What follows belongs to an exercise in optimizing a design on an open flow for small area, a short achievable clock period and few clock cycles; a production flow would make more cautious choices.
The RTL was checked by simulation tests, not by an equivalence proof against the original design.
Power and IR drop assume default switching activity.

[flow/config.mk]
export PLATFORM = sky130hd
export DESIGN_NAME = cm11a_ctrl
export DESIGN_NICKNAME = cm11a_ctrl
export VERILOG_FILES = /design/flow/design.v
export SDC_FILE = /design/flow/constraint.sdc
export NUM_CORES = 4
export LEC_CHECK = 0
export CAP_MARGIN = 20
export CORE_MARGIN = 2
export CORE_UTILIZATION = 40
export PLACE_DENSITY = 0.6
export SETUP_SLACK_MARGIN = 4.5
export SLEW_MARGIN = 20
export TNS_END_PERCENT = 100
[flow/constraint.sdc]
create_clock -name core_clock -period 8.0 [get_ports {clk}]
set_input_delay 1.6000 -clock core_clock [delete_from_list [all_inputs] [get_ports {clk}]]
set_output_delay 1.6000 -clock core_clock [all_outputs]
set_load 0.01 [all_outputs]
[flow/design.v]
module cm11a_ctrl (
  input  wire         clk,
  input  wire         rst,
  input  wire         open_ok,
  input  wire         in_valid,
  output wire         in_ready,
  input  wire [1:0]   in_kind,
  input  wire [7:0]   in_op,
  input  wire [7:0]   in_n,
  input  wire [127:0] in_data,
  output reg          tx_valid,
  input  wire         tx_ready,
  output reg  [7:0]   tx_data,
  output reg          hr_valid,
  input  wire         hr_ready,
  output reg  [1:0]   hr_kind,
  output reg  [7:0]   hr_val,
  output reg          ev_valid,
  input  wire         ev_ready,
  output reg  [3:0]   ev_type,
  output reg  [7:0]   ev_a,
  output reg  [7:0]   ev_b,
  output reg  [7:0]   ev_c,
  output reg  [7:0]   ev_d
);
  localparam K_RX = 2'd0, K_HOST = 2'd1, K_IOERR = 2'd2, K_TMO = 2'd3;
  localparam OP_TRANSMIT = 8'h01, OP_ADDRESS = 8'h02, OP_LABEL = 8'h03,
             OP_COMMAND  = 8'h04, OP_RING_ON = 8'h05, OP_RING_OFF = 8'h06,
             OP_QUERY    = 8'h07;
  localparam HR_ACCEPT = 2'd0, HR_REJECT = 2'd1, HR_HOLD = 2'd2;
  localparam RJ_RANGE = 8'h10, RJ_NOADDR = 8'h11, RJ_FAULTED = 8'h12,
             RJ_ILLEGAL = 8'h13, RJ_FORM = 8'h14;
  localparam EV_READY = 4'd1, EV_POLL = 4'd2, EV_ADDRESS = 4'd3, EV_COMMAND = 4'd4,
             EV_POWERFAIL = 4'd5, EV_CKOK = 4'd6, EV_CKBAD = 4'd7, EV_RETX = 4'd8,
             EV_TXFAIL = 4'd9, EV_RINGON = 4'd10, EV_RINGOFF = 4'd11,
             EV_QSTATUS = 4'd12, EV_COMPLETE = 4'd13, EV_FAULT = 4'd14;
  localparam RES_OK = 8'd0, RES_STATUS = 8'd1, RES_ERR = 8'd2;
  localparam F_TRANSPORT = 8'h01, F_POLL_LEN = 8'h04, F_TIMEOUT = 8'h05;
  localparam L_UNREADY = 2'd0, L_READY = 2'd1, L_TX = 2'd2;
  localparam B_STATUS = 2'd0, B_RING = 2'd1, B_DONE = 2'd2, B_FAILED = 2'd3;
  localparam X_NONE = 2'd0, X_STATUS = 2'd1, X_CKSUM = 2'd2, X_POLL = 2'd3;
  localparam Q_PLAIN = 2'd0, Q_ADDR = 2'd1, Q_RON = 2'd2, Q_ROFF = 2'd3;
  localparam C_NONE = 2'd0, C_OK = 2'd1, C_RON = 2'd2, C_ROFF = 2'd3;
  localparam T_IDLE = 4'd0, T_RING = 4'd1, T_CPL = 4'd2, T_STCPL = 4'd3,
             T_RETX = 4'd4, T_TXFAIL = 4'd5, T_POLL = 4'd6, T_FB = 4'd7,
             T_FO = 4'd8;
  function integer cap;
    input integer p;
    begin
      cap = (p == 7) ? 2 : 8 - p;
    end
  endfunction
  function integer off;
    input integer p;
    integer i;
    begin
      off = 0;
      for (i = 0; i < p; i = i + 1) off = off + cap(i);
    end
  endfunction
  localparam PAYB = 37;    
  function [3:0] code_n;
    input [3:0] x;
    begin
      case (x)
        4'd1:  code_n = 4'h6;  4'd2:  code_n = 4'hE;  4'd3:  code_n = 4'h2;  4'd4:  code_n = 4'hA;
        4'd5:  code_n = 4'h1;  4'd6:  code_n = 4'h9;  4'd7:  code_n = 4'h5;  4'd8:  code_n = 4'hD;
        4'd9:  code_n = 4'h7;  4'd10: code_n = 4'hF;  4'd11: code_n = 4'h3;  4'd12: code_n = 4'hB;
        4'd13: code_n = 4'h0;  4'd14: code_n = 4'h8;  4'd15: code_n = 4'h4;  default: code_n = 4'hC;
      endcase
    end
  endfunction
  function pair_ok;
    input [7:0] c;
    input [7:0] u;
    begin
      pair_ok = ((c >= 8'h41 && c <= 8'h50) || (c >= 8'h61 && c <= 8'h70)) &&
                (u >= 8'd1 && u <= 8'd16);
    end
  endfunction
  reg         boot_pend;
  reg         boot_ok;
  reg [7:0]   fault;
  reg [1:0]   boot;
  reg [1:0]   lstate;
  reg [1:0]   retry;
  reg         hold;
  reg [7:0]   opseq;
  reg [7:0]   last_addr;
  reg         last_addr_ok;
  reg [3:0]   nops;              
  reg [3:0]   qcnt;              
  reg [1:0]   qk   [0:7];
  reg [7:0]   qid  [0:7];
  reg [2:0]   qlm  [0:7];        
  reg [8*PAYB-1:0] qpay;
  reg         hdoom;             
  reg  [2:0]  hsub;              
  reg [1:0]   exp_kind;
  reg [3:0]   exp_cnt;
  reg [7:0]   exp_owner;
  reg [7:0]   exp_b7;
  reg [1:0]   sav_kind;
  reg [3:0]   sav_cnt;
  reg [7:0]   sav_owner;
  reg [7:0]   sav_b7;
  reg [3:0]   poll_len;
  reg [7:0]   poll_mask;
  reg [7:0]   poll_rep [0:7];
  reg         cp_valid;
  reg [1:0]   cp_kind;
  reg [7:0]   cp_id;
  reg [3:0]   et;                
  reg         et_fo;             
  reg [2:0]   pidx;
  reg         tx_act;            
  reg [2:0]   ti;                
  reg [2:0]   tlast;             
  reg [7:0]   ck_acc;            
  reg [7:0]   fl_c, fl_r;        
  reg        txs_valid;
  reg [7:0]  txs_data;
  reg        hrs_valid;
  reg [1:0]  hrs_kind;
  reg [7:0]  hrs_val;
  reg        evs_valid;
  reg [3:0]  evs_type;
  reg [7:0]  evs_a, evs_b, evs_c, evs_d;
  reg         c_valid;
  reg  [1:0]  c_kind;
  reg         c_illegal;     
  reg         c_form;        
  reg         c_range;       
  reg         c_cmd, c_query, c_addrop, c_push;
  reg  [3:0]  c_k;           
  reg  [3:0]  c_inc;         
  reg  [1:0]  c_wkind;       
  reg  [2:0]  c_wlm;         
  reg  [63:0] c_data;        
  reg         c_r55, c_r5a, c_ra5, c_rother;
  reg         c_lenbad;      
  reg         c_host;        
  integer i;
  wire busy_tx = tx_act;
  wire busy_ev = (et != T_IDLE);
  wire rooms   = !txs_valid && !hrs_valid && !evs_valid;
  wire accept  = c_valid && !boot_pend && rooms &&
                 (!busy_tx || c_kind == K_HOST) && (!busy_ev || c_host);
  assign in_ready = !c_valid || accept;
  reg [7:0]  k_need;
  reg        n_bad;
  reg        labels_bad;
  reg [63:0] codes;
  always @(*) begin
    case (in_op)
      OP_TRANSMIT: k_need = in_n;
      OP_ADDRESS:  k_need = in_n;
      OP_LABEL:    k_need = {1'b0, in_n[7:1]};
      OP_QUERY:    k_need = 8'd0;
      default:     k_need = 8'd1;
    endcase
    case (in_op)
      OP_TRANSMIT: n_bad = 1'b0;
      OP_ADDRESS:  n_bad = (in_n == 8'd0);
      OP_LABEL:    n_bad = (in_n == 8'd0) || in_n[0];
      OP_COMMAND:  n_bad = (in_n != 8'd1);
      default:     n_bad = (in_n != 8'd0);
    endcase
    labels_bad = 1'b0;
    for (i = 0; i < 8; i = i + 1) begin
      if (i < in_n[7:1] && !pair_ok(in_data[16*i +: 8], in_data[16*i+8 +: 8]))
        labels_bad = 1'b1;
      codes[8*i +: 8] = {code_n(in_data[16*i +: 4]), code_n(in_data[16*i+8 +: 4])};
    end
  end
  always @(posedge clk) begin
    if (rst) c_valid <= 1'b0;
    else if (in_ready) c_valid <= in_valid;
  end
  always @(posedge clk) begin
    if (in_ready) begin
      c_kind    <= in_kind;
      c_illegal <= (in_op == 8'd0 || in_op > OP_QUERY);
      c_form    <= n_bad || k_need > 8'd8;
      c_range   <= (in_op == OP_LABEL && labels_bad) ||
                   (in_op == OP_COMMAND && in_data[7:0] > 8'd15);
      c_cmd     <= (in_op == OP_COMMAND);
      c_query   <= (in_op == OP_QUERY);
      c_addrop  <= (in_op == OP_ADDRESS || in_op == OP_LABEL);
      c_push    <= (in_op == OP_TRANSMIT) ? (in_n != 8'd0)
                                          : (in_op >= OP_ADDRESS && in_op <= OP_RING_OFF);
      c_k       <= k_need[3:0];
      c_inc     <= (in_op == OP_ADDRESS || in_op == OP_LABEL) ? k_need[3:0] : 4'd1;
      case (in_op)
        OP_ADDRESS, OP_LABEL: c_wkind <= Q_ADDR;
        OP_RING_ON:           c_wkind <= Q_RON;
        OP_RING_OFF:          c_wkind <= Q_ROFF;
        default:              c_wkind <= Q_PLAIN;
      endcase
      case (in_op)
        OP_TRANSMIT, OP_ADDRESS, OP_LABEL: c_wlm <= k_need[2:0] - 3'd1;
        OP_COMMAND:                        c_wlm <= 3'd1;
        default:                           c_wlm <= 3'd0;
      endcase
      if (in_kind == K_HOST && in_op == OP_LABEL)
        c_data <= codes;
      else if (in_kind == K_HOST && in_op == OP_COMMAND)
        c_data <= {48'd0, 4'd0, in_data[3:0], 8'h06};
      else if (in_kind == K_HOST && in_op == OP_RING_ON)
        c_data <= {56'd0, 8'hEB};
      else if (in_kind == K_HOST && in_op == OP_RING_OFF)
        c_data <= {56'd0, 8'hDB};
      else
        c_data <= in_data[63:0];
      c_r55     <= (in_data[7:0] == 8'h55);
      c_r5a     <= (in_data[7:0] == 8'h5A);
      c_ra5     <= (in_data[7:0] == 8'hA5);
      c_rother  <= (in_data[7:0] != 8'h55) && (in_data[7:0] != 8'h5A) &&
                   (in_data[7:0] != 8'hA5);
      c_lenbad  <= (in_data[7:0] < 8'd2) || (in_data[7:0] > 8'd9);
      c_host    <= (in_kind == K_HOST && in_op != OP_QUERY);
    end
  end
  wire [7:0] rxb = c_data[7:0];
  wire F       = (fault != 8'd0);
  wire itm     = !boot_pend;                
  wire k_host  = (c_kind == K_HOST) && itm;
  wire rx_ok   = (c_kind == K_RX) && !F && itm;
  wire r55     = rx_ok && c_r55;
  wire r5a     = rx_ok && c_r5a;
  wire ra5     = rx_ok && c_ra5;
  wire rxo     = rx_ok && c_rother;
  wire e_none  = (exp_kind == X_NONE);
  wire s_none  = (sav_kind == X_NONE);
  wire xs      = rxo && (exp_kind == X_STATUS);
  wire xs_end  = xs && (exp_cnt == 4'd13);
  wire own0    = (exp_owner == 8'd0);
  wire xs_b    = xs_end && own0;            
  wire xs_q    = xs_end && !own0;           
  wire xc      = rxo && (exp_kind == X_CKSUM);
  wire ck_eq   = (rxb == ck_acc);
  wire c_ok    = xc && ck_eq;
  wire c_bad   = xc && !ck_eq;
  wire c_retry = c_bad && (retry != 2'd3);
  wire c_fail  = c_bad && (retry == 2'd3);
  wire xp      = rxo && (exp_kind == X_POLL);
  wire p0      = xp && (exp_cnt == 4'd0);
  wire p_lbad  = p0 && c_lenbad;
  wire p_len   = p0 && !c_lenbad;
  wire p_mask  = xp && (exp_cnt == 4'd1);
  wire p_rep   = xp && (exp_cnt[3:1] != 3'd0);
  wire p_res   = p_rep && (exp_cnt == poll_len);
  wire f_io    = (c_kind == K_IOERR) && !F && itm;
  wire f_tmo   = (c_kind == K_TMO) && !F && itm && (!e_none || cp_valid);
  wire flt_b   = boot_pend && !boot_ok;
  wire flt     = boot_pend ? !boot_ok : (f_io || f_tmo || p_lbad);
  wire [7:0] f_cause = f_tmo ? F_TIMEOUT : p_lbad ? F_POLL_LEN : F_TRANSPORT;
  wire qfull   = ({1'b0, qcnt} + {1'b0, c_k}) > 5'd8;
  wire qok     = (lstate == L_READY) && e_none && s_none && !cp_valid;
  wire h_pass  = !F && boot[1] && !c_illegal && !c_form && !c_range &&
                 !(c_cmd && !last_addr_ok) && !qfull;
  wire h_acc   = k_host && h_pass && !(c_query && !qok);
  wire h_query = h_acc && c_query;
  wire h_try   = h_acc && !c_query;
  wire h_push  = h_acc && c_push;
  reg  [1:0] o_hr_kind;
  reg  [7:0] o_hr_val;
  always @(*) begin
    o_hr_kind = HR_REJECT;
    o_hr_val  = 8'd0;
    if (F)                               o_hr_val  = RJ_FAULTED;
    else if (!boot[1])                   o_hr_kind = HR_HOLD;
    else if (c_illegal)                  o_hr_val  = RJ_ILLEGAL;
    else if (c_form)                     o_hr_val  = RJ_FORM;
    else if (c_range)                    o_hr_val  = RJ_RANGE;
    else if (c_cmd && !last_addr_ok)     o_hr_val  = RJ_NOADDR;
    else if (qfull || (c_query && !qok)) o_hr_kind = HR_HOLD;
    else begin
      o_hr_kind = HR_ACCEPT;
      o_hr_val  = opseq;
    end
  end
  wire        h_addr  = (qk[0] == Q_ADDR);
  wire        h_last  = (hsub == qlm[0]);           
  wire        q_push  = h_push || xs_b;
  wire        pop     = c_ok || c_fail;
  wire        pop_sub = h_addr && !h_last;
  wire        q_sub   = pop && pop_sub;
  wire        q_shift = pop && !pop_sub;
  wire        w_host  = (c_kind == K_HOST);
  wire [1:0]  w_kind  = w_host ? c_wkind : Q_RON;
  wire [7:0]  w_id    = w_host ? opseq : 8'd0;
  wire [2:0]  w_lm    = w_host ? c_wlm : 3'd0;
  wire [63:0] w_pay   = !w_host ? {56'd0, 8'hEB} :
                        c_cmd   ? {c_data[63:16], last_addr[7:4], c_data[11:0]} : c_data;
  wire [2:0]  k_last     = c_k[2:0] - 3'd1;
  wire [7:0]  final_addr = c_data[8*k_last +: 8];
  wire [7:0]  next_opseq = (opseq == 8'd255) ? 8'd1 : opseq + 8'd1;
  wire n_ready   = r55 || xs_b || c_bad || (lstate == L_READY);
  wire n_qnz     = q_push ? 1'b1 : pop ? (qcnt[3:1] != 3'd0) : (qcnt != 4'd0);
  wire n_enone   = (xs_end || xc) ? 1'b1 :
                   p_res ? s_none :
                   (r5a || h_query) ? 1'b0 : e_none;
  wire n_snone   = (r5a && exp_kind != X_POLL) ? e_none :
                   p_res ? 1'b1 : s_none;
  wire n_cpv     = r55 ? 1'b0 : c_ok ? 1'b1 : cp_valid;
  wire do_try    = h_try || r55 || xs_b || c_retry;
  wire do_rel    = xs_q || c_ok || c_fail || p_res;
  wire rel_fire  = do_rel && hold && n_enone && n_snone;
  wire cand      = (do_try || rel_fire) && n_ready && n_qnz;
  wire start     = cand && n_enone && n_snone && !n_cpv;
  wire n_hold    = start ? 1'b0 : cand ? 1'b1 : rel_fire ? 1'b0 : hold;
  wire        sh_empty = q_push && (nops == 4'd0);
  wire [1:0]  s_kind   = q_shift ? qk[1] : sh_empty ? w_kind : qk[0];
  wire [7:0]  s_b0     = q_shift ? qpay[8*8 +: 8] : sh_empty ? w_pay[7:0] : qpay[7:0];
  wire [2:0]  s_lm     = q_shift ? qlm[1] : sh_empty ? w_lm : qlm[0];
  wire [2:0]  s_sub    = (q_shift || sh_empty) ? 3'd0 : q_sub ? hsub + 3'd1 : hsub;
  wire        s_addr   = (s_kind == Q_ADDR);
  wire [7:0]  s_first  = s_addr ? 8'h04 : s_b0;
  reg        o_tx;
  reg [7:0]  o_tx_data;
  always @(*) begin
    o_tx = 1'b1;
    if (start)                               o_tx_data = s_first;
    else if (boot_pend || h_query)           o_tx_data = 8'h8B;
    else if (r5a)                            o_tx_data = 8'hC3;
    else if (ra5)                            o_tx_data = 8'h9B;
    else if (c_ok)                           o_tx_data = 8'h00;
    else begin                               o_tx_data = 8'h00; o_tx = 1'b0; end
    if (boot_pend && !boot_ok) o_tx = 1'b0;
  end
  wire [7:0] first_rep = (poll_len == 4'd2) ? rxb : poll_rep[0];
  reg        o_ev;
  reg [3:0]  o_ev_type;
  reg [7:0]  o_ev_a, o_ev_b;
  always @(*) begin
    o_ev = 1'b1; o_ev_a = 8'd0; o_ev_b = 8'd0;
    if (flt) begin
      o_ev_type = EV_FAULT; o_ev_a = boot_pend ? F_TRANSPORT : f_cause;
    end else if (r55)   o_ev_type = EV_READY;
    else if (r5a)       o_ev_type = EV_POLL;
    else if (ra5)       o_ev_type = EV_POWERFAIL;
    else if (xs_end) begin
      o_ev_type = EV_QSTATUS; o_ev_a = exp_b7;
    end else if (xc) begin
      o_ev_type = ck_eq ? EV_CKOK : EV_CKBAD; o_ev_a = ck_acc; o_ev_b = ck_eq ? 8'd0 : rxb;
    end else if (p_res) begin
      o_ev_type = poll_mask[0] ? EV_COMMAND : EV_ADDRESS; o_ev_a = first_rep;
    end else begin
      o_ev_type = 4'd0; o_ev = 1'b0;
    end
  end
  wire o_hr = k_host && !boot_pend;
  reg        own_ok;
  reg [7:0]  owner;
  always @(*) begin
    case ((exp_kind == X_POLL) ? sav_kind : exp_kind)
      X_STATUS: begin own_ok = 1'b1; owner = (exp_kind == X_POLL) ? sav_owner : exp_owner; end
      X_CKSUM:  begin own_ok = 1'b1; owner = qid[0]; end
      default:  begin own_ok = cp_valid; owner = cp_id; end
    endcase
  end
  wire fb = !boot[1];      
  reg [3:0]  n_et;
  reg        n_et_fo;
  always @(*) begin
    n_et = T_IDLE; n_et_fo = 1'b0;
    if (flt) begin
      if (fb) begin
        n_et = T_FB; n_et_fo = own_ok && owner != 8'd0;
      end else if (own_ok) n_et = T_FO;
    end else if (r55 && cp_valid) begin
      case (cp_kind)
        C_RON, C_ROFF: n_et = T_RING;
        C_OK:          n_et = T_CPL;
        default:       n_et = T_IDLE;
      endcase
    end else if (xs_q)    n_et = T_STCPL;
    else if (c_retry)     n_et = T_RETX;
    else if (c_fail)      n_et = T_TXFAIL;
    else if (p_res && poll_len != 4'd2) n_et = T_POLL;
  end
  reg [3:0]  t_type;
  reg [7:0]  t_a, t_b, t_c, t_d;
  reg [3:0]  t_next;
  reg        t_next_fo;
  always @(*) begin
    t_type = EV_COMPLETE; t_a = 8'd0; t_b = RES_OK; t_c = 8'd0; t_d = 8'd0;
    t_next = T_IDLE; t_next_fo = 1'b0;
    case (et)
      T_RING: begin
        t_type = (cp_kind == C_RON) ? EV_RINGON : EV_RINGOFF;
        t_next = T_CPL;
      end
      T_CPL: begin
        t_a = cp_id;
      end
      T_STCPL: begin
        t_a = exp_owner; t_b = RES_STATUS; t_c = exp_b7;
      end
      T_RETX: begin
        t_type = EV_RETX; t_a = {6'd0, retry}; t_b = 8'd0;
      end
      T_TXFAIL: begin
        t_type = EV_TXFAIL; t_a = fl_c; t_b = fl_r; t_c = cp_id; t_d = 8'd3;
      end
      T_POLL: begin
        t_type = poll_mask[pidx] ? EV_COMMAND : EV_ADDRESS;
        t_a    = poll_rep[pidx];
        t_b    = 8'd0;
        if (pidx + 3'd2 != poll_len[2:0]) t_next = T_POLL;
      end
      T_FB: begin
        t_b = RES_ERR; t_c = fault;
        if (et_fo) t_next = T_FO;
      end
      default: begin  
        t_a = owner; t_b = RES_ERR; t_c = fault;
      end
    endcase
  end
  wire core_go = boot_pend || accept;
  wire tx_go   = busy_tx && !txs_valid;
  wire et_go   = busy_ev && !evs_valid;
  wire [7:0] tail_byte = qpay[8*ti +: 8];
  wire       c_tx      = core_go && o_tx;
  wire       c_ev      = core_go && o_ev;
  wire       w_tx      = c_tx || tx_go;
  wire [7:0] w_tx_data = c_tx ? o_tx_data : tail_byte;
  wire       w_hr      = accept && o_hr;
  wire       w_ev      = c_ev || et_go;
  wire [3:0] w_ev_type = c_ev ? o_ev_type : t_type;
  wire [7:0] w_ev_a    = c_ev ? o_ev_a : t_a;
  wire [7:0] w_ev_b    = c_ev ? o_ev_b : t_b;
  wire [7:0] w_ev_c    = c_ev ? 8'd0 : t_c;
  wire [7:0] w_ev_d    = c_ev ? 8'd0 : t_d;
  always @(posedge clk) begin
    if (rst) begin
      tx_valid  <= 1'b0;
      txs_valid <= 1'b0;
    end else if (!tx_valid || tx_ready) begin
      tx_valid  <= txs_valid || w_tx;
      txs_valid <= 1'b0;
    end else if (!txs_valid) begin
      txs_valid <= w_tx;
    end
  end
  always @(posedge clk) begin
    if (!tx_valid || tx_ready) tx_data <= txs_valid ? txs_data : w_tx_data;
    else if (!txs_valid)       txs_data <= w_tx_data;
  end
  always @(posedge clk) begin
    if (rst) begin
      hr_valid  <= 1'b0;
      hrs_valid <= 1'b0;
    end else if (!hr_valid || hr_ready) begin
      hr_valid  <= hrs_valid || w_hr;
      hrs_valid <= 1'b0;
    end else if (!hrs_valid) begin
      hrs_valid <= w_hr;
    end
  end
  always @(posedge clk) begin
    if (!hr_valid || hr_ready) begin
      hr_kind <= hrs_valid ? hrs_kind : o_hr_kind;
      hr_val  <= hrs_valid ? hrs_val : o_hr_val;
    end else if (!hrs_valid) begin
      hrs_kind <= o_hr_kind;
      hrs_val  <= o_hr_val;
    end
  end
  always @(posedge clk) begin
    if (rst) begin
      ev_valid  <= 1'b0;
      evs_valid <= 1'b0;
    end else if (!ev_valid || ev_ready) begin
      ev_valid  <= evs_valid || w_ev;
      evs_valid <= 1'b0;
    end else if (!evs_valid) begin
      evs_valid <= w_ev;
    end
  end
  always @(posedge clk) begin
    if (!ev_valid || ev_ready) begin
      ev_type <= evs_valid ? evs_type : w_ev_type;
      ev_a    <= evs_valid ? evs_a : w_ev_a;
      ev_b    <= evs_valid ? evs_b : w_ev_b;
      ev_c    <= evs_valid ? evs_c : w_ev_c;
      ev_d    <= evs_valid ? evs_d : w_ev_d;
    end else if (!evs_valid) begin
      evs_type <= w_ev_type;
      evs_a    <= w_ev_a;
      evs_b    <= w_ev_b;
      evs_c    <= w_ev_c;
      evs_d    <= w_ev_d;
    end
  end
  always @(posedge clk) begin
    if (rst) begin
      boot_pend    <= 1'b1;
      boot_ok      <= open_ok;
      fault        <= 8'd0;
      boot         <= B_STATUS;
      lstate       <= L_UNREADY;
      retry        <= 2'd0;
      hold         <= 1'b0;
      opseq        <= 8'd1;
      last_addr_ok <= 1'b0;
      nops         <= 4'd0;
      qcnt         <= 4'd0;
      exp_kind     <= open_ok ? X_STATUS : X_NONE;
      exp_cnt      <= 4'd0;
      exp_owner    <= 8'd0;
      sav_kind     <= X_NONE;
      cp_valid     <= 1'b0;
      et           <= T_IDLE;
      et_fo        <= 1'b0;
      tx_act       <= 1'b0;
    end else begin
      if (tx_go && ti == tlast) tx_act <= 1'b0;
      if (et_go) begin
        et    <= t_next;
        et_fo <= t_next_fo;
      end
      if (core_go) begin
        boot_pend <= 1'b0;
        if (flt) fault <= boot_pend ? F_TRANSPORT : f_cause;
        if (flt && fb)                                              boot <= B_FAILED;
        else if (c_fail && qid[0] == 8'd0)                          boot <= B_FAILED;
        else if (xs_b)                                              boot <= B_RING;
        else if (r55 && cp_valid && cp_kind == C_RON && cp_id == 8'd0) boot <= B_DONE;
        lstate <= start ? L_TX : n_ready ? L_READY : lstate;
        if (c_ok || c_fail) retry <= 2'd0;
        else if (c_retry)   retry <= retry + 2'd1;
        hold <= n_hold;
        if (h_acc) opseq <= next_opseq;
        if (h_acc && c_addrop) last_addr_ok <= 1'b1;
        if (q_push)  nops <= nops + 4'd1;
        if (q_shift) nops <= nops - 4'd1;
        qcnt <= qcnt + (h_push ? c_inc : {3'd0, xs_b}) - {3'd0, pop};
        exp_kind <= start ? X_CKSUM :
                    (r5a ? X_POLL : h_query ? X_STATUS : (xs_end || xc) ? X_NONE :
                     p_res ? sav_kind : exp_kind);
        if (start || r5a || h_query) exp_cnt <= 4'd0;
        else if (p_res)              exp_cnt <= sav_cnt;
        else if (xs || p_rep)        exp_cnt <= exp_cnt + 4'd1;
        else if (p_len)              exp_cnt <= 4'd1;
        else if (p_mask)             exp_cnt <= 4'd2;
        if (h_query)                 exp_owner <= opseq;
        else if (p_res)              exp_owner <= sav_owner;
        if (r5a && exp_kind != X_POLL) sav_kind <= exp_kind;
        else if (p_res)                sav_kind <= X_NONE;
        if (r55)       cp_valid <= 1'b0;
        else if (c_ok) cp_valid <= 1'b1;
        if (n_et != T_IDLE) begin
          et    <= n_et;
          et_fo <= n_et_fo;
        end
        if (start) tx_act <= s_addr || (s_lm != 3'd0);
      end
    end
  end
  always @(posedge clk) begin
    if (tx_go) begin
      ck_acc <= ck_acc + tail_byte;
      ti     <= ti + 3'd1;
    end
    if (et_go) pidx <= pidx + 3'd1;
    if (core_go) begin
      if (h_acc && c_addrop) last_addr <= final_addr;
      if (xs && exp_cnt == 4'd7) exp_b7 <= rxb;
      else if (p_res)            exp_b7 <= sav_b7;
      if (r5a && exp_kind != X_POLL) begin
        sav_cnt   <= exp_cnt;
        sav_owner <= exp_owner;
        sav_b7    <= exp_b7;
      end
      if (p_len)  poll_len <= rxb[3:0];
      if (p_mask) poll_mask <= rxb;
      if (p_rep)  poll_rep[exp_cnt[2:0] - 3'd2] <= rxb;
      if (c_ok) begin
        cp_id <= qid[0];
        case (qk[0])
          Q_ADDR:  cp_kind <= (h_last && !hdoom) ? C_OK : C_NONE;
          Q_RON:   cp_kind <= C_RON;
          Q_ROFF:  cp_kind <= C_ROFF;
          default: cp_kind <= C_OK;
        endcase
      end
      if (c_fail) begin
        cp_id <= qid[0];
        fl_c  <= ck_acc;
        fl_r  <= rxb;
      end
      if (n_et != T_IDLE) pidx <= 3'd1;
      if (start) begin
        ck_acc <= s_first;
        ti     <= s_addr ? s_sub : 3'd1;
        tlast  <= s_addr ? s_sub : s_lm;
      end
      if (q_sub) hsub <= hsub + 3'd1;
      if (c_fail && pop_sub) hdoom <= 1'b1;
    end
    if (nops == 4'd0 || (core_go && q_shift)) begin
      hsub  <= 3'd0;
      hdoom <= 1'b0;
    end
  end
  wire q_shift_go = accept && q_shift;
  genvar p, b;
  generate
    for (p = 0; p < 8; p = p + 1) begin : slot
      wire ld   = (nops <= p) || q_shift_go;
      wire from = (nops > p) && (p < 7);
      always @(posedge clk) begin
        if (ld) begin
          if (from) begin
            qk[p]  <= qk[(p+1)%8];
            qid[p] <= qid[(p+1)%8];
            qlm[p] <= qlm[(p+1)%8];
          end else begin
            qk[p]  <= w_kind;
            qid[p] <= w_id;
            qlm[p] <= w_lm;
          end
        end
      end
      for (b = 0; b < cap(p); b = b + 1) begin : byte_
        always @(posedge clk) begin
          if (ld) begin
            if (from && b < cap(p + 1))
              qpay[8*(off(p)+b) +: 8] <= qpay[8*(off(p+1)+b) +: 8];
            else
              qpay[8*(off(p)+b) +: 8] <= w_pay[8*b +: 8];
          end
        end
      end
    end
  endgenerate
endmodule
[flow/run.sh]
#!/bin/bash
# synth_recipe.tcl (not shown) runs the flow's synth.tcl, then flattens the netlist and writes it again
# the make line also repeats each setting of config.mk as NAME=value (left out here)
make -C /OpenROAD-flow-scripts/flow DESIGN_CONFIG=/design/flow/config.mk WORK_HOME=/design/flow/orfs CLKGATE_MAP_FILE= SYNTH_SCRIPT=/design/flow/synth_recipe.tcl finish
==> impl_metrics.prom, run 1 <==
# TYPE chip_impl_metric gauge
chip_impl_metric{name="filler_cell_count",unit=""} 8175
chip_impl_metric{name="setup_total_negative_slack",unit="ns"} 0
chip_impl_metric{name="setup-violations-final",unit=""} 0
chip_impl_metric{name="grt_first_pass_wirelength",unit="mm"} 155
chip_impl_metric{name="routed-via-count",unit=""} 26200
chip_impl_info{name="critPathSlowestCell",value="sky130_fd_sc_hd__fa_1"} 1
chip_impl_info{name="ys_dominant_reg_cell",value="sky130_fd_sc_hd__edfxtp_1"} 1
chip_impl_metric{name="register_area_share_after_synthesis",unit="%"} 63.6
chip_impl_metric{name="floorplan.initialDensity",unit="%"} 40.5
chip_impl_metric{name="yosys-mux-area-fraction",unit="%"} 4.85
chip_impl_metric{name="detail_route.iter0.violations",unit=""} 2702
chip_impl_metric{name="finalWeightedCongestion",unit=""} 0.919
chip_impl_info{name="crit_top_cell",value="sky130_fd_sc_hd__ha_4"} 1
chip_impl_metric{name="drt_pass1_iterations",unit=""} 6
chip_impl_metric{name="final_design_area_no_fill",unit="mm^2"} 0.0454
chip_impl_info{name="yosys.cell_count.top_type",value="sky130_fd_sc_hd__edfxtp_1"} 1
chip_impl_info{name="critPathLaunchType",value="register"} 1
chip_impl_metric{name="finalCoreUtilization",unit="%"} 49.4
chip_impl_metric{name="slew_headroom",unit="%"} 31.4
chip_impl_metric{name="critPathRequiredTime",unit="ns"} 8.57
chip_impl_info{name="status",value="complete, no violations"} 1
chip_impl_metric{name="worstPathArrival",unit="ns"} 4.47
chip_impl_metric{name="clock-skew-final",unit="ns"} 0.0310
chip_impl_metric{name="cts_num_sinks",unit=""} 812
chip_impl_metric{name="cellPowerDensity",unit="mW/mm^2"} 219
chip_impl_metric{name="sum_of_routed_wire_length_over_all_layers",unit="mm"} 103
chip_impl_info{name="yosys.area.top_type",value="sky130_fd_sc_hd__edfxtp_1"} 1
chip_impl_metric{name="layout_min_cycle_time",unit="ns"} 3.91
chip_impl_metric{name="cp_slowest_stage_delay",unit="ns"} 0.49
chip_impl_metric{name="max-vdd-ir-drop",unit="V"} 0.000160
chip_impl_metric{name="worstPathBufferInverterCount",unit=""} 3
chip_impl_metric{name="highest_attainable_clock_frequency",unit="MHz"} 256
chip_impl_metric{name="layout-drive-gt1-share",unit="%"} 15.4
chip_impl_metric{name="cts_max_path_buffers",unit=""} 3
chip_impl_metric{name="avgRoutedWirePerCell",unit="um"} 21.7
chip_impl_metric{name="yosys.area_share.adder",unit="%"} 1.30
chip_impl_metric{name="tightest_slew",unit="ns"} 1.02
chip_impl_metric{name="synth_simple_gate_area_share",unit="%"} 12.5
chip_impl_metric{name="timing.final.max_slew_violations",unit=""} 0
chip_impl_info{name="tritoncts",value="built"} 1
chip_impl_metric{name="syn_area",unit="mm^2"} 0.0372
chip_impl_metric{name="critPathMaxFanout",unit=""} 4
chip_impl_metric{name="synth_compound_area_share",unit="%"} 12.2
chip_impl_info{name="synth_top_cells_by_area",value="sky130_fd_sc_hd__edfxtp_1 (60%), sky130_fd_sc_hd__o21ai_0 (6.3%), sky130_fd_sc_hd__nand2_1 (6.2%), sky130_fd_sc_hd__dfxtp_1 (3.9%), sky130_fd_sc_hd__mux4_2 (2.5%)"} 1
chip_impl_metric{name="synthToLayoutAreaGrowth",unit="%"} 22.0
chip_impl_info{name="cts_root_buffer",value="sky130_fd_sc_hd__clkbuf_16"} 1
chip_impl_metric{name="timing.hold.ws",unit="ns"} 0.477
chip_impl_info{name="worstPathCellList",value="ha_4, inv_2, fa_1, or3b_4, o32ai_2, a22oi_2, a2111oi_4, buf_6, nand2_4, ha_4, inv_2, ha_4, a21o_1, a21oi_2, xor2_1, xnor2_1, or3_1, a21oi_2"} 1
chip_impl_metric{name="count_of_flip_flops_with_a_built_in_enable_after_synthesis",unit=""} 740
chip_impl_metric{name="place.port_buffers",unit=""} 206
chip_impl_metric{name="avgViaCountPerCell",unit=""} 5.50
chip_impl_metric{name="dpl.hpwl",unit="mm"} 67.4
chip_impl_metric{name="top_level_ports",unit=""} 211
chip_impl_info{name="critPathCaptureType",value="register"} 1
chip_impl_metric{name="finish.net_count",unit=""} 3640
chip_impl_metric{name="grt_remaining_overflow",unit=""} 0
chip_impl_metric{name="clock_tree.htree_level_count",unit=""} 3
chip_impl_metric{name="grt.total_usage",unit="%"} 21.3
chip_impl_info{name="synthTopCellsByCount",value="sky130_fd_sc_hd__edfxtp_1 (740), sky130_fd_sc_hd__nand2_1 (613), sky130_fd_sc_hd__o21ai_0 (470)"} 1
chip_impl_info{name="rsz0062_at_grt",value="true"} 1
chip_impl_metric{name="p_leak",unit="nW"} 16.5
chip_impl_metric{name="period_share",unit="%"} 48.9
chip_impl_metric{name="synthesized_instance_count",unit=""} 3199
chip_impl_metric{name="syn_avg_cell_area",unit="um^2"} 11.6
chip_impl_metric{name="synthesis.nets",unit=""} 3388
chip_impl_metric{name="die-area",unit="mm^2"} 0.0955
chip_impl_info{name="synth_top_family_by_area",value="simple AND/OR/NAND/NOR gates"} 1
chip_impl_metric{name="cts.clk_slew.worst_paths",unit="ns"} 0.06
chip_impl_metric{name="antenna_cells",unit=""} 0
chip_impl_metric{name="synth_top_area_share",unit="%"} 59.7
chip_impl_metric{name="cell_rows",unit=""} 111
chip_impl_metric{name="placed_cell_area",unit="mm^2"} 0.0407
chip_impl_metric{name="grt_antenna_before_repair",unit=""} 2
chip_impl_info{name="critPathTopFamily",value="adder cells"} 1
chip_impl_metric{name="xor_and_xnor_area_share_after_synthesis",unit="%"} 2.28
chip_impl_metric{name="synth_cell_types",unit=""} 85
chip_impl_metric{name="ys.warnings.count",unit=""} 6
chip_impl_metric{name="detail-route-antenna-nets",unit=""} 0
chip_impl_metric{name="grt_max_degree",unit=""} 103
chip_impl_metric{name="worst_skew_pair.late_latency",unit="ns"} 0.64
chip_impl_metric{name="p_total",unit="mW"} 9.92
chip_impl_metric{name="drc_errors",unit=""} 0
chip_impl_metric{name="grt_pass1_vias",unit=""} 24844
chip_impl_metric{name="numCtsBuffers",unit=""} 84
chip_impl_metric{name="max_capacitance_violation_total",unit=""} 0
chip_impl_metric{name="core_region_area",unit="mm^2"} 0.0919
chip_impl_info{name="hold_path.class",value="register to register"} 1
chip_impl_metric{name="die_width",unit="um"} 309
chip_impl_metric{name="async_reset_ff_share",unit="%"} 0
chip_impl_info{name="crit_path_class",value="register to register"} 1
chip_impl_metric{name="cts.hold.buffers_added",unit=""} 0
chip_impl_metric{name="finalHoldViolations",unit=""} 0
chip_impl_metric{name="synth.ff_latch_count",unit=""} 812
chip_impl_metric{name="die_height",unit="um"} 309
## worst register-to-register path, delay by kind of cell, from the launching register on
family                   cells  cell delay, ns
buffers and inverters        3            0.24
adder cells (fa/ha/maj)      4            1.12
flip-flops                   1            0.39
AO/OA/AOI/OAI                6            1.06
AND/OR/NAND/NOR              3            0.76
XOR/XNOR                     2            0.27
## layout make-up
cell class / count / area [um^2] / area share (%)
Inverter: 125 / 469 / 1.03
Multi-Input combinational cell: 2084 / 13500 / 29.8
Clock buffer: 113 / 2300 / 5.08
Tap cell: 1243 / 1560 / 3.43
Clock inverter: 39 / 347 / 0.763
Timing Repair Buffer: 344 / 3490 / 7.69
Sequential cell: 812 / 23700 / 52.2
## report_power, final
group	switching (mW)	total [mW]	internal [mW]	leakage, nW
combinational	0.615	1.11	0.492	6.67
sequential	0.140	5.01	4.87	8.53
clock	1.62	3.80	2.19	1.29
total	2.37	9.92	7.55	16.5
## metrics by stage
| stage | setup slack (ns) | std cells |
|---|---|---|
| after floorplan | 4.09 | 3199 |
| after global placement | 2.94 | 4509 |
| after detailed placement | 2.93 | 4509 |
| after CTS | 4.08 | 4720 |
| after global routing | 3.90 | 4760 |
| final | 4.09 | 4760 |
## cell families (layout without fill, tap and decap cells)
family | after synthesis | in the layout
AO/OA/AOI/OAI | 780 | 780
multiplexers | 121 | 121
AND/OR/NAND/NOR | 1041 | 1049
adder cells (fa/ha/maj) | 37 | 37
XOR/XNOR | 97 | 97
flip-flops | 812 | 812
buffers and inverters | 311 | 621
## cells in the final DEF (no fill, tap or decap), types with 23 or more instances in the layout
cell                              netlist  routed
sky130_fd_sc_hd__edfxtp_1             740     740
sky130_fd_sc_hd__nand2_1              613     598
sky130_fd_sc_hd__o21ai_0              470     452
sky130_fd_sc_hd__clkdlybuf4s50_1        0     184
sky130_fd_sc_hd__inv_1                125     122
sky130_fd_sc_hd__nor2_1               134     118
sky130_fd_sc_hd__a21oi_1              122     113
sky130_fd_sc_hd__buf_4                  0      92
sky130_fd_sc_hd__clkbuf_16              0      89
sky130_fd_sc_hd__dfxtp_1               72      60
sky130_fd_sc_hd__mux2_2                54      53
sky130_fd_sc_hd__xnor2_1               50      49
sky130_fd_sc_hd__xor2_1                47      47
sky130_fd_sc_hd__mux4_2                42      42
sky130_fd_sc_hd__nand3_1               40      31
sky130_fd_sc_hd__nor3_1                39      28
sky130_fd_sc_hd__ha_1                  33      28
sky130_fd_sc_hd__buf_6                  2      28
sky130_fd_sc_hd__and2_1                29      25
sky130_fd_sc_hd__mux2i_1               25      25
sky130_fd_sc_hd__or3_1                 27      25
sky130_fd_sc_hd__nor4_1                41      24
sky130_fd_sc_hd__nand2b_1              28      23
sky130_fd_sc_hd__clkbuf_1             163      23
## path summary, 6_finish.rpt
path / endpoint / slack, ns / startpoint / cells past startpoint
max: qcnt[3] / 4.09 / c_k[0] / 18
max reg2reg: qcnt[3] / 4.09 / c_k[0] / 18
min: hdoom / 0.48 / hdoom / 2
min reg2reg: hdoom / 0.48 / hdoom / 2
## state kept, by name, indices dropped and copies added (netlist names), 16 cells and up
register	cells
qpay	296
c_data	64
qk	16
qid	64
qlm	24
poll_rep	64
## what timing repair did
action                     CTS  global route
setup endpoints to repair  660           536
setup buffers               50            34
resized for setup          198            94
gates cloned                 9             4
pin swaps                   44            54
## per-layer routing
metal  GRT usage, %  wire length (um)  vias up
met3           2.56              6360      199
met2           35.6             49600      969
li1               -                 -    12252
met4           8.38              3940        2
met5              0                 8        -
met1           28.5             43500    12778
Testbench counts, summed over its fixed seeds: cycles 5,576.
==> run 2, diff against run 1 <==
--- a/flow/design.v
+++ b/flow/design.v
@@ -89,7 +89,7 @@
   reg [7:0]   last_addr;
   reg         last_addr_ok;
   reg [3:0]   nops;              
-  reg [3:0]   qcnt;              
+  reg [3:0]   qfree;             
   reg [1:0]   qk   [0:7];
   reg [7:0]   qid  [0:7];
   reg [2:0]   qlm  [0:7];        
@@ -111,6 +111,7 @@
   reg [1:0]   cp_kind;
   reg [7:0]   cp_id;
   reg [3:0]   et;                
+  reg         et_busy;           
   reg         et_fo;             
   reg [2:0]   pidx;
   reg         tx_act;            
@@ -133,6 +134,8 @@
   reg         c_range;       
   reg         c_cmd, c_query, c_addrop, c_push;
   reg  [3:0]  c_k;           
+  reg  [8:0]  c_kgt;         
+  reg         c_sok;         
   reg  [3:0]  c_inc;         
   reg  [1:0]  c_wkind;       
   reg  [2:0]  c_wlm;         
@@ -142,7 +145,7 @@
   reg         c_host;        
   integer i;
   wire busy_tx = tx_act;
-  wire busy_ev = (et != T_IDLE);
+  wire busy_ev = et_busy;
   wire rooms   = !txs_valid && !hrs_valid && !evs_valid;
   wire accept  = c_valid && !boot_pend && rooms &&
                  (!busy_tx || c_kind == K_HOST) && (!busy_ev || c_host);
@@ -190,6 +193,10 @@
       c_push    <= (in_op == OP_TRANSMIT) ? (in_n != 8'd0)
                                           : (in_op >= OP_ADDRESS && in_op <= OP_RING_OFF);
       c_k       <= k_need[3:0];
+      for (i = 0; i < 9; i = i + 1) c_kgt[i] <= (k_need > i);
+      c_sok     <= !(in_op == 8'd0 || in_op > OP_QUERY) && !(n_bad || k_need > 8'd8) &&
+                   !((in_op == OP_LABEL && labels_bad) ||
+                     (in_op == OP_COMMAND && in_data[7:0] > 8'd15));
       c_inc     <= (in_op == OP_ADDRESS || in_op == OP_LABEL) ? k_need[3:0] : 4'd1;
       case (in_op)
         OP_ADDRESS, OP_LABEL: c_wkind <= Q_ADDR;
@@ -255,10 +262,11 @@
   wire flt_b   = boot_pend && !boot_ok;
   wire flt     = boot_pend ? !boot_ok : (f_io || f_tmo || p_lbad);
   wire [7:0] f_cause = f_tmo ? F_TIMEOUT : p_lbad ? F_POLL_LEN : F_TRANSPORT;
-  wire qfull   = ({1'b0, qcnt} + {1'b0, c_k}) > 5'd8;
+  wire qfull   = c_kgt[qfree];
+  wire qnz     = !qfree[3];                   
+  wire q2      = (qfree <= 4'd6);             
   wire qok     = (lstate == L_READY) && e_none && s_none && !cp_valid;
-  wire h_pass  = !F && boot[1] && !c_illegal && !c_form && !c_range &&
-                 !(c_cmd && !last_addr_ok) && !qfull;
+  wire h_pass  = !F && boot[1] && c_sok && !(c_cmd && !last_addr_ok) && !qfull;
   wire h_acc   = k_host && h_pass && !(c_query && !qok);
   wire h_query = h_acc && c_query;
   wire h_try   = h_acc && !c_query;
@@ -296,20 +304,30 @@
   wire [2:0]  k_last     = c_k[2:0] - 3'd1;
   wire [7:0]  final_addr = c_data[8*k_last +: 8];
   wire [7:0]  next_opseq = (opseq == 8'd255) ? 8'd1 : opseq + 8'd1;
+  wire [3:0]  qf_push = qfree - c_inc;
+  wire [3:0]  qf_dec  = qfree - 4'd1;
+  wire [3:0]  qf_inc  = qfree + 4'd1;
   wire n_ready   = r55 || xs_b || c_bad || (lstate == L_READY);
-  wire n_qnz     = q_push ? 1'b1 : pop ? (qcnt[3:1] != 3'd0) : (qcnt != 4'd0);
-  wire n_enone   = (xs_end || xc) ? 1'b1 :
-                   p_res ? s_none :
-                   (r5a || h_query) ? 1'b0 : e_none;
-  wire n_snone   = (r5a && exp_kind != X_POLL) ? e_none :
-                   p_res ? 1'b1 : s_none;
-  wire n_cpv     = r55 ? 1'b0 : c_ok ? 1'b1 : cp_valid;
-  wire do_try    = h_try || r55 || xs_b || c_retry;
-  wire do_rel    = xs_q || c_ok || c_fail || p_res;
-  wire rel_fire  = do_rel && hold && n_enone && n_snone;
-  wire cand      = (do_try || rel_fire) && n_ready && n_qnz;
-  wire start     = cand && n_enone && n_snone && !n_cpv;
-  wire n_hold    = start ? 1'b0 : cand ? 1'b1 : rel_fire ? 1'b0 : hold;
+  wire l_rdy     = (lstate == L_READY);
+  wire idle3     = e_none && s_none && !cp_valid;
+  wire hs        = hold && s_none;
+  wire rel       = (xs_q || c_ok || c_fail || p_res) && hs;
+  wire cand      = (h_try && l_rdy && (qnz || c_push)) ||
+                   (r55 && qnz) ||
+                   xs_b ||
+                   (xs_q && hs && l_rdy && qnz) ||
+                   (c_ok && hs && l_rdy && q2) ||
+                   (c_retry && qnz) ||
+                   (c_fail && hs && q2) ||
+                   (p_res && hs && l_rdy && qnz);
+  wire start     = (h_try && l_rdy && (qnz || c_push) && idle3) ||
+                   (r55 && qnz && e_none && s_none) ||
+                   (xs_b && s_none && !cp_valid) ||
+                   (xs_q && hs && l_rdy && qnz && !cp_valid) ||
+                   (c_retry && qnz && s_none && !cp_valid) ||
+                   (c_fail && hs && q2 && !cp_valid) ||
+                   (p_res && hs && l_rdy && qnz && !cp_valid);
+  wire n_hold    = start ? 1'b0 : cand ? 1'b1 : rel ? 1'b0 : hold;
   wire        sh_empty = q_push && (nops == 4'd0);
   wire [1:0]  s_kind   = q_shift ? qk[1] : sh_empty ? w_kind : qk[0];
   wire [7:0]  s_b0     = q_shift ? qpay[8*8 +: 8] : sh_empty ? w_pay[7:0] : qpay[7:0];
@@ -507,20 +525,22 @@
       opseq        <= 8'd1;
       last_addr_ok <= 1'b0;
       nops         <= 4'd0;
-      qcnt         <= 4'd0;
+      qfree        <= 4'd8;
       exp_kind     <= open_ok ? X_STATUS : X_NONE;
       exp_cnt      <= 4'd0;
       exp_owner    <= 8'd0;
       sav_kind     <= X_NONE;
       cp_valid     <= 1'b0;
       et           <= T_IDLE;
+      et_busy      <= 1'b0;
       et_fo        <= 1'b0;
       tx_act       <= 1'b0;
     end else begin
       if (tx_go && ti == tlast) tx_act <= 1'b0;
       if (et_go) begin
-        et    <= t_next;
-        et_fo <= t_next_fo;
+        et      <= t_next;
+        et_busy <= (t_next != T_IDLE);
+        et_fo   <= t_next_fo;
       end
       if (core_go) begin
         boot_pend <= 1'b0;
@@ -537,7 +557,9 @@
         if (h_acc && c_addrop) last_addr_ok <= 1'b1;
         if (q_push)  nops <= nops + 4'd1;
         if (q_shift) nops <= nops - 4'd1;
-        qcnt <= qcnt + (h_push ? c_inc : {3'd0, xs_b}) - {3'd0, pop};
+        if (h_push)    qfree <= qf_push;
+        else if (xs_b) qfree <= qf_dec;
+        else if (pop)  qfree <= qf_inc;
         exp_kind <= start ? X_CKSUM :
                     (r5a ? X_POLL : h_query ? X_STATUS : (xs_end || xc) ? X_NONE :
                      p_res ? sav_kind : exp_kind);
@@ -553,8 +575,9 @@
         if (r55)       cp_valid <= 1'b0;
         else if (c_ok) cp_valid <= 1'b1;
         if (n_et != T_IDLE) begin
-          et    <= n_et;
-          et_fo <= n_et_fo;
+          et      <= n_et;
+          et_busy <= 1'b1;
+          et_fo   <= n_et_fo;
         end
         if (start) tx_act <= s_addr || (s_lm != 3'd0);
       end
==> run 2 against run 1 <==
- still clean on timing, DRC and antenna
- sequential share of layout area up 1.5 points
- clock power up 7.4%
- first-iteration DRC count down 3.5%
- count of clock-buffer cells in the layout down 4
- synthesized cell count down 1.3%
- total power up 0.41%
- cell count down 1.3%
- flip-flop and latch count up 10
- clock skew down 0.0084 ns
- fmax up 6.1%
- largest cell class unchanged
- highest routed layer is now met4
==> impl_metrics.prom, run 2 <==
# TYPE chip_impl_metric gauge
chip_impl_metric{name="detail-route-antenna-nets",unit=""} 0
chip_impl_metric{name="period_share",unit="%"} 46.0
chip_impl_metric{name="critPathRequiredTime",unit="ns"} 6.40
chip_impl_metric{name="syn_area",unit="mm^2"} 0.0374
chip_impl_metric{name="finalWeightedCongestion",unit=""} 0.936
chip_impl_info{name="yosys.cell_count.top_type",value="sky130_fd_sc_hd__edfxtp_1"} 1
chip_impl_metric{name="die-area",unit="mm^2"} 0.0960
chip_impl_metric{name="async_reset_ff_share",unit="%"} 0
chip_impl_metric{name="timing.final.max_slew_violations",unit=""} 0
chip_impl_info{name="max_flop_register",value="qpay"} 1
chip_impl_info{name="tritoncts",value="built"} 1
chip_impl_metric{name="grt.total_usage",unit="%"} 21.3
chip_impl_metric{name="die_width",unit="um"} 310
chip_impl_metric{name="area_occupied_by_multi_input_gates",unit="mm^2"} 0.0129
chip_impl_metric{name="grt_pass1_vias",unit=""} 24757
chip_impl_metric{name="cell_rows",unit=""} 112
chip_impl_metric{name="drt_pass1_iterations",unit=""} 8
chip_impl_metric{name="cellPowerDensity",unit="mW/mm^2"} 223
chip_impl_metric{name="clock_tree.htree_level_count",unit=""} 3
chip_impl_metric{name="highest_attainable_clock_frequency",unit="MHz"} 271
chip_impl_metric{name="register_area_share_after_synthesis",unit="%"} 64.0
chip_impl_metric{name="synth.ff_latch_count",unit=""} 822
chip_impl_metric{name="cts_max_path_buffers",unit=""} 3
chip_impl_metric{name="synthesis.nets",unit=""} 3340
chip_impl_metric{name="synthToLayoutAreaGrowth",unit="%"} 19.3
chip_impl_metric{name="grt_max_degree",unit=""} 108
chip_impl_metric{name="setup-violations-final",unit=""} 0
chip_impl_metric{name="cts_num_sinks",unit=""} 822
chip_impl_metric{name="synth_simple_gate_area_share",unit="%"} 12.1
chip_impl_metric{name="grt_first_pass_wirelength",unit="mm"} 154
chip_impl_metric{name="finish.net_count",unit=""} 3553
chip_impl_metric{name="worstPathArrival",unit="ns"} 2.08
chip_impl_info{name="critPathCaptureType",value="primary output"} 1
chip_impl_metric{name="timing.hold.ws",unit="ns"} 0.473
chip_impl_metric{name="tightest_slew",unit="ns"} 1.10
chip_impl_metric{name="cts.hold.buffers_added",unit=""} 0
chip_impl_metric{name="xor_and_xnor_area_share_after_synthesis",unit="%"} 2.27
chip_impl_metric{name="filler_cell_count",unit=""} 8474
chip_impl_metric{name="grt_remaining_overflow",unit=""} 0
chip_impl_metric{name="count_of_flip_flops_with_a_built_in_enable_after_synthesis",unit=""} 749
chip_impl_info{name="synth_top_cells_by_area",value="sky130_fd_sc_hd__edfxtp_1 (60%), sky130_fd_sc_hd__o21ai_0 (6.0%), sky130_fd_sc_hd__nand2_1 (5.7%), sky130_fd_sc_hd__dfxtp_1 (3.9%), sky130_fd_sc_hd__mux4_2 (2.6%)"} 1
chip_impl_metric{name="syn_avg_cell_area",unit="um^2"} 11.9
chip_impl_metric{name="max-vdd-ir-drop",unit="V"} 0.000157
chip_impl_metric{name="die_height",unit="um"} 310
chip_impl_info{name="layout_commonest_cell",value="sky130_fd_sc_hd__edfxtp_1"} 1
chip_impl_info{name="synth_top_family_by_area",value="compound AO/OA/AOI/OAI gates"} 1
chip_impl_metric{name="grt_antenna_before_repair",unit=""} 1
chip_impl_metric{name="setup_total_negative_slack",unit="ns"} 0
chip_impl_info{name="status",value="complete, no violations"} 1
chip_impl_metric{name="synth_compound_area_share",unit="%"} 12.2
chip_impl_metric{name="p_leak",unit="nW"} 16.2
chip_impl_metric{name="layout-drive-gt1-share",unit="%"} 13.0
chip_impl_metric{name="ys.warnings.count",unit=""} 6
chip_impl_metric{name="detail_route.iter0.violations",unit=""} 2608
chip_impl_metric{name="top_level_ports",unit=""} 211
chip_impl_metric{name="place.port_buffers",unit=""} 206
chip_impl_info{name="critPathLaunchType",value="register"} 1
chip_impl_metric{name="avgViaCountPerCell",unit=""} 5.52
chip_impl_info{name="hold_path.class",value="register to register"} 1
chip_impl_metric{name="largest_reg_flops",unit=""} 296
chip_impl_metric{name="yosys-mux-area-fraction",unit="%"} 5.30
chip_impl_metric{name="slew_headroom",unit="%"} 26.5
chip_impl_metric{name="drc_errors",unit=""} 0
chip_impl_metric{name="avgRoutedWirePerCell",unit="um"} 21.9
chip_impl_metric{name="yosys.area_share.adder",unit="%"} 1.07
chip_impl_info{name="synthTopCellsByCount",value="sky130_fd_sc_hd__edfxtp_1 (749), sky130_fd_sc_hd__nand2_1 (567), sky130_fd_sc_hd__o21ai_0 (445)"} 1
chip_impl_info{name="rsz0062_at_grt",value="true"} 1
chip_impl_metric{name="synth_cell_types",unit=""} 86
chip_impl_metric{name="seqCellArea",unit="mm^2"} 0.0240
chip_impl_metric{name="critPathMaxFanout",unit=""} 9
chip_impl_info{name="yosys.area.top_type",value="sky130_fd_sc_hd__edfxtp_1"} 1
chip_impl_metric{name="clock-skew-final",unit="ns"} 0.0226
chip_impl_metric{name="synthesized_instance_count",unit=""} 3157
chip_impl_metric{name="worst_skew_pair.late_latency",unit="ns"} 0.66
chip_impl_metric{name="max_capacitance_violation_total",unit=""} 0
chip_impl_info{name="cts_root_buffer",value="sky130_fd_sc_hd__clkbuf_16"} 1
chip_impl_info{name="ys_dominant_reg_cell",value="sky130_fd_sc_hd__edfxtp_1"} 1
chip_impl_metric{name="core_region_area",unit="mm^2"} 0.0930
chip_impl_metric{name="sum_of_routed_wire_length_over_all_layers",unit="mm"} 103
chip_impl_metric{name="synth_top_area_share",unit="%"} 60.1
chip_impl_metric{name="antenna_cells",unit=""} 0
chip_impl_metric{name="routed-via-count",unit=""} 25932
chip_impl_metric{name="layout_min_cycle_time",unit="ns"} 3.68
chip_impl_metric{name="finalHoldViolations",unit=""} 0
chip_impl_info{name="crit_path_class",value="register to primary output"} 1
chip_impl_metric{name="floorplan.initialDensity",unit="%"} 40.2
chip_impl_metric{name="numCtsBuffers",unit=""} 87
chip_impl_metric{name="dpl.hpwl",unit="mm"} 69.0
chip_impl_metric{name="cts.clk_slew.worst_paths",unit="ns"} 0.06
chip_impl_info{name="layout.cells.most_common_list",value="sky130_fd_sc_hd__edfxtp_1 (749), sky130_fd_sc_hd__nand2_1 (557), sky130_fd_sc_hd__o21ai_0 (442)"} 1
## run 2: cell types whose count changed after synthesis, moves of 10 or more
cell,change
sky130_fd_sc_hd__nand2_1,-46
sky130_fd_sc_hd__a21oi_1,-25
sky130_fd_sc_hd__o21ai_0,-25
sky130_fd_sc_hd__a211oi_1,-13
sky130_fd_sc_hd__a32o_1,+11
sky130_fd_sc_hd__nand4_1,+11
sky130_fd_sc_hd__nor3_1,+11
sky130_fd_sc_hd__o22ai_1,+11
sky130_fd_sc_hd__mux2_2,+10
sky130_fd_sc_hd__o31ai_1,-10
## run 2: cell type report
| class | count | area share, % |
|---|---|---|
| well taps | 1254 | 3.51 |
| clock buffers | 109 | 5.29 |
| multi-input cells | 2036 | 28.8 |
| clock inverters | 54 | 1.18 |
| inverters | 122 | 1.03 |
| flip-flops and latches | 822 | 53.7 |
| repair buffers | 301 | 6.50 |
## run 2: cell families (layout without fill, tap and decap cells)
family,count (synthesis),after routing
xor gates and xnor gates,97,97
buffers and inverters,300,586
DFF,822,822
AOI/OAI and AO/OA,770,770
adders and majority gates,31,31
muxes,135,135
and+or+nand+nor,1002,1003
## run 2: timing repair
| action | 4_1_cts | 5_1_grt |
|---|---|---|
| buffers inserted | 21 | 24 |
| endpoints found under the setup margin | 711 | 313 |
| hold endpoints to repair | 0 | 0 |
| cloned | 3 | 1 |
| pin swaps | 12 | 20 |
| gates resized for setup | 76 | 58 |
## run 2: layer usage
| metal | part of all wire (%) | vias up | GRT usage (%) |
|---|---|---|---|
| met5 | 0 | - | 0 |
| met4 | 3.1 | 0 | 7.04 |
| met3 | 5.8 | 167 | 2.90 |
| met2 | 49 | 886 | 36.0 |
| met1 | 42 | 12748 | 28.2 |
| li1 | - | 12131 | - |
## run 2: final timing paths
path,from,endpoint,slack (ns),cells past startpoint
worst max-delay path,c_kind[1],in_ready,4.32,4
worst min-delay path,last_addr_ok,last_addr_ok,0.47,2
worst max register to register,c_kind[1],txs_data[4],4.39,11
worst min register to register,last_addr_ok,last_addr_ok,0.47,2
## run 2: critical path, cell delays in order, from the launching register on
cell	delay [ns]
sky130_fd_sc_hd__edfxtp_1	0.44
sky130_fd_sc_hd__nand2b_4	0.27
sky130_fd_sc_hd__a2111oi_4	0.34
sky130_fd_sc_hd__nand2b_4	0.25
sky130_fd_sc_hd__buf_6	0.12
## run 2: through the flow
stage          setup WS [ns]  total power [mW]  cell area [um^2]  instances  utilization (%)
2_1_floorplan           4.14              5.53             37500       3157                -
3_3_place_gp            3.17              5.93             40800       4485             43.9
3_5_place_dp            3.21              5.95             40800       4485             43.9
4_1_cts                 4.31              10.0             44200       4672             47.5
5_1_grt                 4.27              10.3             44700       4698             48.0
6_report                4.32              9.96             44700       4698             48.0
## run 2: power by group
group	switching [mW]	internal, mW	leakage (nW)	total, mW
combinational	0.475	0.383	6.19	0.858
sequential	0.118	4.91	8.63	5.03
clock	1.71	2.37	1.42	4.08
total	2.30	7.66	16.2	9.96
Testbench counts of run 2, summed over its fixed seeds: cycles 5,576.
==> run 3, diff against run 2 <==
==> flow/flow/run.sh (new file) <==
#!/bin/bash
# The standard layout, with the port buffers made from buf_2 cells instead of
# the cell buffer_ports picks by default (a slow clkdlybuf4s50_1). Every input
# and output port still gets its own buffer.
set -e
export BUFFER_PORTS_ARGS="-buffer_cell sky130_fd_sc_hd__buf_2"
bash standard.sh finish > standard_flow.log 2>&1
==> flow/standard.sh (new file) <==
#!/bin/bash
# synth_recipe.tcl (not shown) runs the flow's synth.tcl, then flattens the netlist and writes it again
# the make line also repeats each setting of config.mk as NAME=value (left out here)
make -C /OpenROAD-flow-scripts/flow DESIGN_CONFIG=/design/flow/config.mk WORK_HOME=/design/flow/orfs CLKGATE_MAP_FILE= SYNTH_SCRIPT=/design/flow/synth_recipe.tcl "${@:-finish}"
removed: flow/run.sh
==> run 3 against run 2 <==
- die area stayed put
- critical endpoint unchanged
- sequential share of layout area is 1.4 points higher
- still clean
- critical path type unchanged
- clock power is 3% lower
- sequential power hardly changed
- setup slack better by 0.0086 ns
- wire length is 0.74% lower
==> impl_metrics.prom, run 3 <==
# TYPE chip_impl_metric gauge
chip_impl_metric{name="core_region_area",unit="mm^2"} 0.0930
chip_impl_metric{name="synthesized_instance_count",unit=""} 3157
chip_impl_metric{name="sum_of_routed_wire_length_over_all_layers",unit="mm"} 102
chip_impl_metric{name="dpl.cell_count",unit=""} 4489
chip_impl_info{name="yosys.area.top_type",value="sky130_fd_sc_hd__edfxtp_1"} 1
chip_impl_info{name="critPathCaptureType",value="primary output"} 1
chip_impl_metric{name="numCtsBuffers",unit=""} 85
chip_impl_info{name="hold_path.class",value="register to register"} 1
chip_impl_metric{name="final_design_area_no_fill",unit="mm^2"} 0.0435
chip_impl_metric{name="grt.total_usage",unit="%"} 21.0
chip_impl_metric{name="ys.warnings.count",unit=""} 6
chip_impl_metric{name="cts_num_sinks",unit=""} 822
chip_impl_metric{name="grt_pass1_vias",unit=""} 24216
chip_impl_metric{name="routed-via-count",unit=""} 25867
chip_impl_metric{name="syn_avg_cell_area",unit="um^2"} 11.9
chip_impl_metric{name="synth_top_area_share",unit="%"} 60.1
chip_impl_metric{name="filler_cell_count",unit=""} 8499
chip_impl_metric{name="max_capacitance_violation_total",unit=""} 0
chip_impl_metric{name="cell_rows",unit=""} 112
chip_impl_metric{name="drc_errors",unit=""} 0
chip_impl_metric{name="final-instance-count-excl-fill",unit=""} 4697
chip_impl_metric{name="detail_route.iter0.violations",unit=""} 2442
chip_impl_metric{name="async_reset_ff_share",unit="%"} 0
chip_impl_info{name="cp-endpoint",value="in_ready"} 1
chip_impl_metric{name="syn_area",unit="mm^2"} 0.0374
chip_impl_metric{name="count_of_flip_flops_with_a_built_in_enable_after_synthesis",unit=""} 749
chip_impl_info{name="synth_top_cells_by_area",value="sky130_fd_sc_hd__edfxtp_1 (60%), sky130_fd_sc_hd__o21ai_0 (6.0%), sky130_fd_sc_hd__nand2_1 (5.7%), sky130_fd_sc_hd__dfxtp_1 (3.9%), sky130_fd_sc_hd__mux4_2 (2.6%)"} 1
chip_impl_metric{name="power_frac_seq",unit="%"} 51.4
chip_impl_metric{name="grt_remaining_overflow",unit=""} 0
chip_impl_metric{name="synth_cell_types",unit=""} 86
chip_impl_info{name="status",value="complete, no violations"} 1
chip_impl_metric{name="power_switching_share",unit="%"} 23.3
chip_impl_info{name="layout.cells.most_common_list",value="sky130_fd_sc_hd__edfxtp_1 (749), sky130_fd_sc_hd__nand2_1 (554), sky130_fd_sc_hd__o21ai_0 (442)"} 1
chip_impl_info{name="ys_dominant_reg_cell",value="sky130_fd_sc_hd__edfxtp_1"} 1
chip_impl_metric{name="cts_max_path_buffers",unit=""} 3
chip_impl_metric{name="clock_tree.htree_level_count",unit=""} 3
chip_impl_metric{name="placed_cell_area",unit="mm^2"} 0.0398
chip_impl_metric{name="combPwrFrac",unit="%"} 8.0
chip_impl_metric{name="critPathMaxFanout",unit=""} 2
chip_impl_info{name="rsz0062_at_grt",value="true"} 1
chip_impl_info{name="worstReg2RegStart",value="c_kind[0]"} 1
chip_impl_metric{name="setup.reg_to_reg.worst_slack",unit="ns"} 4.51
chip_impl_info{name="crit_path_class",value="register to primary output"} 1
chip_impl_metric{name="detail-route-antenna-nets",unit=""} 0
chip_impl_metric{name="top_level_ports",unit=""} 211
chip_impl_metric{name="die_height",unit="um"} 310
chip_impl_metric{name="finalHoldViolations",unit=""} 0
chip_impl_metric{name="cts.clk_slew.worst_paths",unit="ns"} 0.06
chip_impl_metric{name="die_width",unit="um"} 310
-- run 3: metal layers --
| layer | up-vias | GRT usage [%] | wire, um | share of wire (%) |
|---|---|---|---|---|
| met5 | - | 0 | 8 | 0.0078 |
| met4 | 2 | 7.67 | 3690 | 3.6 |
| met3 | 178 | 3.51 | 6260 | 6.1 |
| met2 | 864 | 34.7 | 48800 | 48 |
| met1 | 12670 | 28.0 | 43300 | 42 |
| li1 | 12153 | - | - | - |
-- run 3: cell families after synthesis --
kind of cell | share of synthesized area, %
fa+ha+maj | 1.07
flops | 64.0
buf+inv | 3.03
compound gates | 12.2
xor+xnor | 2.27
simple gates | 12.1
mux | 5.30
-- run 3: how the worst min path moves through the flow --
stage | startpoint | end | slack, ns | depth (start not counted)
CTS | lstate[0] | lstate[0] | 0.48 | 2
finish | lstate[0] | lstate[0] | 0.47 | 2
detailed placement | lstate[0] | lstate[0] | 0.47 | 2
global placement | hdoom | hdoom | 0.45 | 2
floorplan | exp_cnt[3] | sav_cnt[3] | 0.41 | 0
global route | lstate[0] | lstate[0] | 0.50 | 2
-- run 3: final cells by class --
class,instances,area (um^2),area share [%]
flip-flops and latches,822,24000,55.1
multi-input cells,2036,12800,29.4
clock buffers,105,2250,5.18
repair buffers,311,1990,4.56
well taps,1254,1570,3.60
clock inverters,47,500,1.15
inverters,122,462,1.06
-- run 3: per-stage QoR --
stage / worst slack (ns) / hold slack (ns) / total power, mW
after floorplan: 4.14 / 0.406 / 5.53
after global placement: 3.48 / 0.452 / 5.86
after detailed placement: 3.47 / 0.465 / 5.87
after CTS: 4.29 / 0.477 / 9.83
after global routing: 4.24 / 0.496 / 10.1
final: 4.33 / 0.471 / 9.77
-- run 3: power groups by stage --
stage | sequential (mW) | clock, mW | combinational [mW]
after CTS | 5.03 | 4.03 | 0.779
after floorplan | 5.08 | 0 | 0.458
after global placement | 5.11 | 0 | 0.745
after detailed placement | 5.12 | 0 | 0.757
after global routing | 5.04 | 4.19 | 0.861
final | 5.03 | 3.96 | 0.784
-- run 3: critical path, cell delays in order (launching register included) --
cell and delay [ns]:
sky130_fd_sc_hd__dfxtp_4 0.35, sky130_fd_sc_hd__buf_12 0.13, sky130_fd_sc_hd__or3_4 0.34, sky130_fd_sc_hd__a2111oi_4 0.22, sky130_fd_sc_hd__nand2b_4 0.26, sky130_fd_sc_hd__buf_6 0.12
-- run 3: repair_timing --
item,4_1_cts,5_1_grt
buffers inserted,22,30
hold buffers,0,0
pin swaps,8,8
gates resized for setup,53,48
setup endpoints to repair,636,431
gates cloned,3,0

==> re-timing with driven ports <==
In the flow no input, the clock included, has a driving cell. The finished layouts below were timed again as built, in two steps.
Step 1 (the two cells are an assumption about what drives the block):
set clk [get_ports {clk}]
set_driving_cell -lib_cell sky130_fd_sc_hd__clkbuf_16 $clk
set_driving_cell -lib_cell sky130_fd_sc_hd__buf_2 [delete_from_list [all_inputs] $clk]
Step 2 moves the port delays by t, midway between the first and last clock arrival at a register: inputs arrive t later, outputs are due t later. That takes back most of the time a late clock gives input paths.
Slacks: ideal / step 1 / step 2; pairs: ideal / step 1.
run	shift t [ns]	slack for setup (ns)	worst slew at a driven data input, ns
run 1	0.690	4.090 / 4.090 / 3.930	0.05
run 2	0.712	4.316 / 4.248 / 3.868	0.06
run 3	0.714	4.325 / 4.259 / 4.077	0.04
After both steps setup and hold are still met in every run listed. For run 2, which loses most, drivers alone change the setup slack by -0.068 ns; drivers and shift together by -0.448 ns.
